Context: an optimization exercise on an open-source flow, tuned for small area. The choices shown serve that exercise and are no tape-out recipe. Only simulation tests tie the RTL to the original design; equivalence was not proved. Power is estimated from default activity; no workload was simulated.

## ppmdec
module ppmdec (
    input  wire        clk,
    input  wire        rst,
    input  wire        edge_valid,
    input  wire [15:0] edge_ts,
    input  wire        tick,
    input  wire        frame_ack,
    input  wire [7:0]  rd_idx,
    input  wire [63:0] ctl_in,
    output wire [15:0] rd_cap,
    output wire [15:0] rd_dif,
    output wire        rd_oob,
    output wire [31:0] status,
    output wire [7:0]  qual,
    output wire        failsafe,
    output wire        sig_ok,
    output wire        update_en,
    output wire        frame_ready,
    output wire [63:0] ctl_out,
    output reg  [2:0]  ev_class,
    output wire [15:0] ev_width
);
export LEC_CHECK = 0
export ABC_AREA = 0
export ABC_CLOCK_PERIOD_IN_PS = 30000
export CAP_MARGIN = 20
export CORE_MARGIN = 2
export CORE_UTILIZATION = 40
export PLACE_DENSITY = 0.6
export SLEW_MARGIN = 20
export SYNTH_HIERARCHICAL = 1
export SYNTH_MINIMUM_KEEP_SIZE = 0
create_clock -name core_clock -period 30.0 [get_ports {clk}]
run.sh (not shown) runs the stock make flow with config.mk's settings and CLKGATE_MAP_FILE= SYNTH_SCRIPT=/design/flow/synth_recipe.tcl, a recipe that flattens the netlist after the stock synthesis.
Next try:
==> flow/flow/run.sh (new file) <==
#!/bin/bash
# Own layout flow: the standard ORFS flow (standard.sh) unchanged, except
# that the port buffers use the smallest buffer cell and the clock tree is
# built from mid-size clock buffers in larger clusters, without dummy loads.
set -euo pipefail
export BUFFER_PORTS_ARGS="-buffer_cell sky130_fd_sc_hd__buf_1"
export CTS_ARGS="-sink_clustering_enable -repair_clock_nets -buf_list sky130_fd_sc_hd__clkbuf_8 -sink_clustering_size 16 -sink_clustering_max_diameter 150 -dont_use_dummy_load"
bash standard.sh finish > standard.log 2>&1
==> flow/standard.sh (new file) <==
#!/bin/bash
# synth_recipe.tcl (not shown) runs the flow's synth.tcl, then flattens the netlist and writes it again
# the make line also repeats each setting of config.mk as NAME=value (left out here)
make -C /OpenROAD-flow-scripts/flow DESIGN_CONFIG=/design/flow/config.mk WORK_HOME=/design/flow/orfs CLKGATE_MAP_FILE= SYNTH_SCRIPT=/design/flow/synth_recipe.tcl "${@:-finish}"
removed: flow/run.sh
Outcome: The changed run produced a clean layout; worst hold slack stays flat; sequential cell count stays the same; via count fell by about 2.7%; synthesized area does not change; cell area drops by 11%; setup slack is better by 1.2 ns; total power is lower by about 23%; core utilization fell by 5.7 points; maximum frequency went up by about 4.7%; routed wire length falls by about 5.5%.
Next try:
==> flow/flow/run.sh (replaced) <==
#!/bin/bash
# Own layout flow: the standard ORFS flow (standard.sh) with three changes:
# - after synthesis, combinational cells are swapped to their smallest drive
#   strength (flow/downsize.tcl); later repair steps size up where needed;
# - the port buffers use the smallest buffer cell;
# - the clock tree is built from mid-size clock buffers in larger clusters,
#   without dummy loads.
set -euo pipefail
export POST_SYNTH_TCL="$(pwd)/flow/downsize.tcl"
export BUFFER_PORTS_ARGS="-buffer_cell sky130_fd_sc_hd__buf_1"
export CTS_ARGS="-sink_clustering_enable -repair_clock_nets -buf_list sky130_fd_sc_hd__clkbuf_8 -sink_clustering_size 16 -sink_clustering_max_diameter 150 -dont_use_dummy_load"
bash standard.sh finish > standard.log 2>&1
==> flow/flow/downsize.tcl (new file) <==
# Run after synthesis (POST_SYNTH_TCL): swap each combinational cell for the
# smallest-area cell of the same family (same name up to the drive-strength
# suffix, hence the same function and pins). Registers, buffers and clock
# cells are left as synthesis made them; later repair steps size up again
# wherever timing, slew or capacitance needs it.
set db [ord::get_db]
set block [ord::get_db_block]
set n 0
foreach inst [$block getInsts] {
  set master [$inst getMaster]
  set name [$master getName]
  if {![regexp {^(sky130_fd_sc_hd__[a-z0-9]+)_([0-9]+)$} $name -> base drive]} { continue }
  if {[regexp {^sky130_fd_sc_hd__(s?e?df|dl|conb|clk|buf|tap|fill|decap|lpflow)} $name]} { continue }
  set best $master
  set best_area [expr {[$master getWidth] * [$master getHeight]}]
  foreach d {0 1 2} {
    set m [$db findMaster "${base}_$d"]
    if {$m eq "NULL" || $m eq ""} { continue }
    set a [expr {[$m getWidth] * [$m getHeight]}]
    if {$a < $best_area} {
      set best $m
      set best_area $a
    }
  }
  if {$best ne $master} {
    $inst swapMaster $best
    incr n
  }
}
puts "downsize: swapped $n cells to a smaller drive strength"
=>
- cell count hardly moves
- sequential share of layout area is higher by 0.22 points
- critical path depth is lower by 6
- routed wire length rose by 1.5%
- count of clock-buffer cells in the layout stays the same
- via count came out higher by 1.4%
- cell area drops by 0.36%
- synthesized cell count stays the same
- setup slack degrades by 0.74 ns
- non-clock buffer count rose by 2

Setup of wip/zinc:
ppmdec, a different RTL version from the one above (not shown whole).
For scale: roughly 1000 cells after synthesis, about 380 flip-flops, ~250 I/O pins, about 0.016 mm^2 of cells after synthesis.
==> flow/config.mk <==
export PLATFORM = sky130hd
export DESIGN_NAME = ppmdec
export DESIGN_NICKNAME = ppmdec
export VERILOG_FILES = /design/flow/design.v
export SDC_FILE = /design/flow/constraint.sdc
export NUM_CORES = 4
export LEC_CHECK = 0
export ABC_AREA = 0
export ABC_CLOCK_PERIOD_IN_PS = 30000
export CAP_MARGIN = 20
export CORE_MARGIN = 2
export CORE_UTILIZATION = 40
export PLACE_DENSITY = 0.6
export SLEW_MARGIN = 20
export SYNTH_HIERARCHICAL = 1
export SYNTH_MINIMUM_KEEP_SIZE = 0
==> flow/constraint.sdc <==
create_clock -name core_clock -period 30.0 [get_ports {clk}]
set_input_delay 6.0000 -clock core_clock [delete_from_list [all_inputs] [get_ports {clk}]]
set_output_delay 6.0000 -clock core_clock [all_outputs]
set_load 0.01 [all_outputs]
standard.sh (not shown) runs the stock make flow with config.mk's settings and CLKGATE_MAP_FILE= SYNTH_SCRIPT=/design/flow/synth_recipe.tcl, a recipe that flattens the netlist after the stock synthesis.
==> flow/flow/run.sh <==
#!/bin/bash
# Own layout flow: the standard ORFS flow (standard.sh) with three changes:
# - after synthesis, combinational cells are swapped to their smallest drive
#   strength (flow/downsize.tcl); later repair steps size up where needed;
# - the port buffers use the smallest buffer cell;
# - the clock tree is built from mid-size clock buffers in larger clusters,
#   without dummy loads.
set -euo pipefail
export POST_SYNTH_TCL="$(pwd)/flow/downsize.tcl"
export BUFFER_PORTS_ARGS="-buffer_cell sky130_fd_sc_hd__buf_1"
export CTS_ARGS="-sink_clustering_enable -repair_clock_nets -buf_list sky130_fd_sc_hd__clkbuf_8 -sink_clustering_size 18 -sink_clustering_max_diameter 150 -dont_use_dummy_load"
bash standard.sh finish > standard.log 2>&1
==> flow/flow/downsize.tcl <==
# Run after synthesis (POST_SYNTH_TCL): swap each combinational cell for the
# smallest-area cell of the same family (same name up to the drive-strength
# suffix, hence the same function and pins). Registers, buffers and clock
# cells are left as synthesis made them; later repair steps size up again
# wherever timing, slew or capacitance needs it.
set db [ord::get_db]
set block [ord::get_db_block]
set n 0
foreach inst [$block getInsts] {
  set master [$inst getMaster]
  set name [$master getName]
  if {![regexp {^(sky130_fd_sc_hd__[a-z0-9]+)_([0-9]+)$} $name -> base drive]} { continue }
  if {[regexp {^sky130_fd_sc_hd__(s?e?df|dl|conb|clk|buf|tap|fill|decap|lpflow)} $name]} { continue }
  set best $master
  set best_area [expr {[$master getWidth] * [$master getHeight]}]
  foreach d {0 1 2} {
    set m [$db findMaster "${base}_$d"]
    if {$m eq "NULL" || $m eq ""} { continue }
    set a [expr {[$m getWidth] * [$m getHeight]}]
    if {$a < $best_area} {
      set best $m
      set best_area $a
    }
  }
  if {$best ne $master} {
    $inst swapMaster $best
    incr n
  }
}
puts "downsize: swapped $n cells to a smaller drive strength"
Both conditions hold for wip/zinc: the flow ran to the end and the final layout passed the timing, design-rule and antenna checks.
## Diff of input files: wip/ember against wip/zinc
==> flow/run.sh (new file) <==
#!/bin/bash
# synth_recipe.tcl (not shown) runs the flow's synth.tcl, then flattens the netlist and writes it again
# the make line also repeats each setting of config.mk as NAME=value (left out here)
make -C /OpenROAD-flow-scripts/flow DESIGN_CONFIG=/design/flow/config.mk WORK_HOME=/design/flow/orfs CLKGATE_MAP_FILE= SYNTH_SCRIPT=/design/flow/synth_recipe.tcl finish
--- a/flow/config.mk
+++ b/flow/config.mk
@@ -12,2 +12,5 @@
 export CORE_UTILIZATION = 40
+export CTS_BUF_LIST = sky130_fd_sc_hd__clkbuf_8
+export CTS_CLUSTER_DIAMETER = 150
+export CTS_CLUSTER_SIZE = 16
 export PLACE_DENSITY = 0.6
removed: flow/flow/run.sh
removed: flow/flow/downsize.tcl
removed: flow/standard.sh
Results
When the final numbers for wip/zinc and wip/ember were put side by side, the wire length of the first global-routing pass turned out to be smaller in wip/zinc.
Number of cells after detailed placement: wip/ember vs wip/zinc, no meaningful difference
Min clock-buffer cell count across wip/zinc and wip/ember: wip/zinc
The inputs of wip/yarrow differ from those of wip/ember as listed below.
==> flow/flow/run.sh (new file) <==
#!/bin/bash
# Own layout flow: the standard ORFS flow (standard.sh) with three changes:
# - after synthesis, combinational cells are swapped to their smallest drive
#   strength (flow/downsize.tcl); later repair steps size up where needed;
# - the port buffers use the smallest buffer cell;
# - the clock tree is built from mid-size clock buffers in larger clusters,
#   without dummy loads.
set -euo pipefail
export POST_SYNTH_TCL="$(pwd)/flow/downsize.tcl"
export BUFFER_PORTS_ARGS="-buffer_cell sky130_fd_sc_hd__buf_1"
export CTS_ARGS="-sink_clustering_enable -repair_clock_nets -buf_list sky130_fd_sc_hd__clkbuf_8 -sink_clustering_size 16 -sink_clustering_max_diameter 150 -dont_use_dummy_load"
bash standard.sh finish > standard.log 2>&1
==> flow/flow/downsize.tcl (new file) <==
# Run after synthesis (POST_SYNTH_TCL): swap each combinational cell for the
# smallest-area cell of the same family (same name up to the drive-strength
# suffix, hence the same function and pins). Registers, buffers and clock
# cells are left as synthesis made them; later repair steps size up again
# wherever timing, slew or capacitance needs it.
set db [ord::get_db]
set block [ord::get_db_block]
set n 0
foreach inst [$block getInsts] {
  set master [$inst getMaster]
  set name [$master getName]
  if {![regexp {^(sky130_fd_sc_hd__[a-z0-9]+)_([0-9]+)$} $name -> base drive]} { continue }
  if {[regexp {^sky130_fd_sc_hd__(s?e?df|dl|conb|clk|buf|tap|fill|decap|lpflow)} $name]} { continue }
  set best $master
  set best_area [expr {[$master getWidth] * [$master getHeight]}]
  foreach d {0 1 2} {
    set m [$db findMaster "${base}_$d"]
    if {$m eq "NULL" || $m eq ""} { continue }
    set a [expr {[$m getWidth] * [$m getHeight]}]
    if {$a < $best_area} {
      set best $m
      set best_area $a
    }
  }
  if {$best ne $master} {
    $inst swapMaster $best
    incr n
  }
}
puts "downsize: swapped $n cells to a smaller drive strength"
==> flow/standard.sh (new file) <==
#!/bin/bash
# synth_recipe.tcl (not shown) runs the flow's synth.tcl, then flattens the netlist and writes it again
# the make line also repeats each setting of config.mk as NAME=value (left out here)
make -C /OpenROAD-flow-scripts/flow DESIGN_CONFIG=/design/flow/config.mk WORK_HOME=/design/flow/orfs CLKGATE_MAP_FILE= SYNTH_SCRIPT=/design/flow/synth_recipe.tcl "${@:-finish}"
--- a/flow/config.mk
+++ b/flow/config.mk
@@ -12,5 +12,2 @@
 export CORE_UTILIZATION = 40
-export CTS_BUF_LIST = sky130_fd_sc_hd__clkbuf_8
-export CTS_CLUSTER_DIAMETER = 150
-export CTS_CLUSTER_SIZE = 16
 export PLACE_DENSITY = 0.6
removed: flow/run.sh
Results
On synthesized cell count, wip/ember tracks wip/yarrow almost exactly. Vias: wip/yarrow above wip/ember. [compare] base=wip/ember new=wip/yarrow: synthesized area divided by synthesized cell count went down by about 0.7%; area of the die saw a decrease; arrival time at the worst endpoint fell by 0.12 ns. Summary: with wip/ember as the reference, largest net degree at the start of global routing in wip/yarrow moved up by more than a quarter. Compared with wip/ember, in wip/yarrow overall track demand over capacity in global routing went down 0.81 points; leakage power went down 11%; maximum clock frequency now sits higher. Of wip/yarrow and wip/ember, it is wip/yarrow that has the lower design area. Multi-input gate share of total cell area, wip/ember and wip/yarrow: higher on wip/yarrow.
What wip/lagoon does differently from wip/yarrow at the input level:
--- a/flow/config.mk
+++ b/flow/config.mk
@@ -9,3 +9,3 @@
 export ABC_CLOCK_PERIOD_IN_PS = 30000
-export CAP_MARGIN = 20
+export CAP_MARGIN = 0
 export CORE_MARGIN = 2
@@ -13,3 +13,3 @@
 export PLACE_DENSITY = 0.6
-export SLEW_MARGIN = 20
+export SLEW_MARGIN = 0
 export SYNTH_HIERARCHICAL = 1
wip/lagoon went all the way through the flow, and no timing, DRC or antenna check failed.
Slack of the critical path came out exactly the same in wip/yarrow and wip/lagoon.
Any difference in post-synthesis async set-or-reset flop share between wip/lagoon and wip/yarrow is small enough to ignore.
Any difference in number of global-route vias before repair between wip/yarrow and wip/lagoon is small enough to ignore.
Modified inputs, wip/delta compared to wip/lagoon
--- a/flow/flow/run.sh
+++ b/flow/flow/run.sh
@@ -9,2 +9,3 @@
 export POST_SYNTH_TCL="$(pwd)/flow/downsize.tcl"
+export REMOVE_ABC_BUFFERS=1
 export BUFFER_PORTS_ARGS="-buffer_cell sky130_fd_sc_hd__buf_1"
--- a/flow/config.mk
+++ b/flow/config.mk
@@ -9,7 +9,8 @@
 export ABC_CLOCK_PERIOD_IN_PS = 30000
-export CAP_MARGIN = 0
+export CAP_MARGIN = 20
 export CORE_MARGIN = 2
 export CORE_UTILIZATION = 40
+export GPL_TIMING_DRIVEN = 0
 export PLACE_DENSITY = 0.6
-export SLEW_MARGIN = 0
+export SLEW_MARGIN = 20
 export SYNTH_HIERARCHICAL = 1
Results
Where worst slew margin relative to its limit is concerned, wip/lagoon is outperformed by wip/delta. Per the comparison of wip/delta with wip/lagoon, worst path arrival time now larger; final period utilization now larger.

==> port drivers added, routing unchanged <==
The results above use ideal ports. As a check the final layouts listed here were re-extracted and re-timed, cells and wires unchanged. Step 1, drivers: a clkbuf_16 drives clk and a buf_2 each remaining input, both assumed. Step 2, shift: input delay + t, output delay - t, t = (earliest + latest rising clock arrival at the registers) / 2. This alone moves slack from input paths to output paths. a / b / c = ideal / step 1 / step 2; a / b = the first two.
| run | shift t [ns] | setup WS [ns] | cell pins on the clock port's net |
|---|---|---|---|
| the first run of note 1 | 0.575 | 2.689 / 2.666 / 2.666 | 1 |
| the second run of note 1 | 0.632 | 3.915 / 3.895 / 3.895 | 1 |
| the third run of note 1 | 0.629 | 3.173 / 3.149 / 3.149 | 1 |
| wip/zinc | 0.593 | 3.504 / 3.482 / 3.482 | 1 |
| wip/ember | 0.647 | 3.266 / 3.238 / 3.238 | 1 |
| wip/yarrow | 0.614 | 3.386 / 3.364 / 3.364 | 1 |
| wip/lagoon | 0.614 | 3.386 / 3.364 / 3.364 | 1 |
| wip/delta | 0.619 | 2.926 / 2.903 / 2.903 | 1 |
After both steps setup and hold are still met in every run listed. For wip/ember, which loses most, drivers alone change the setup slack by -0.028 ns; drivers and shift together by -0.028 ns.
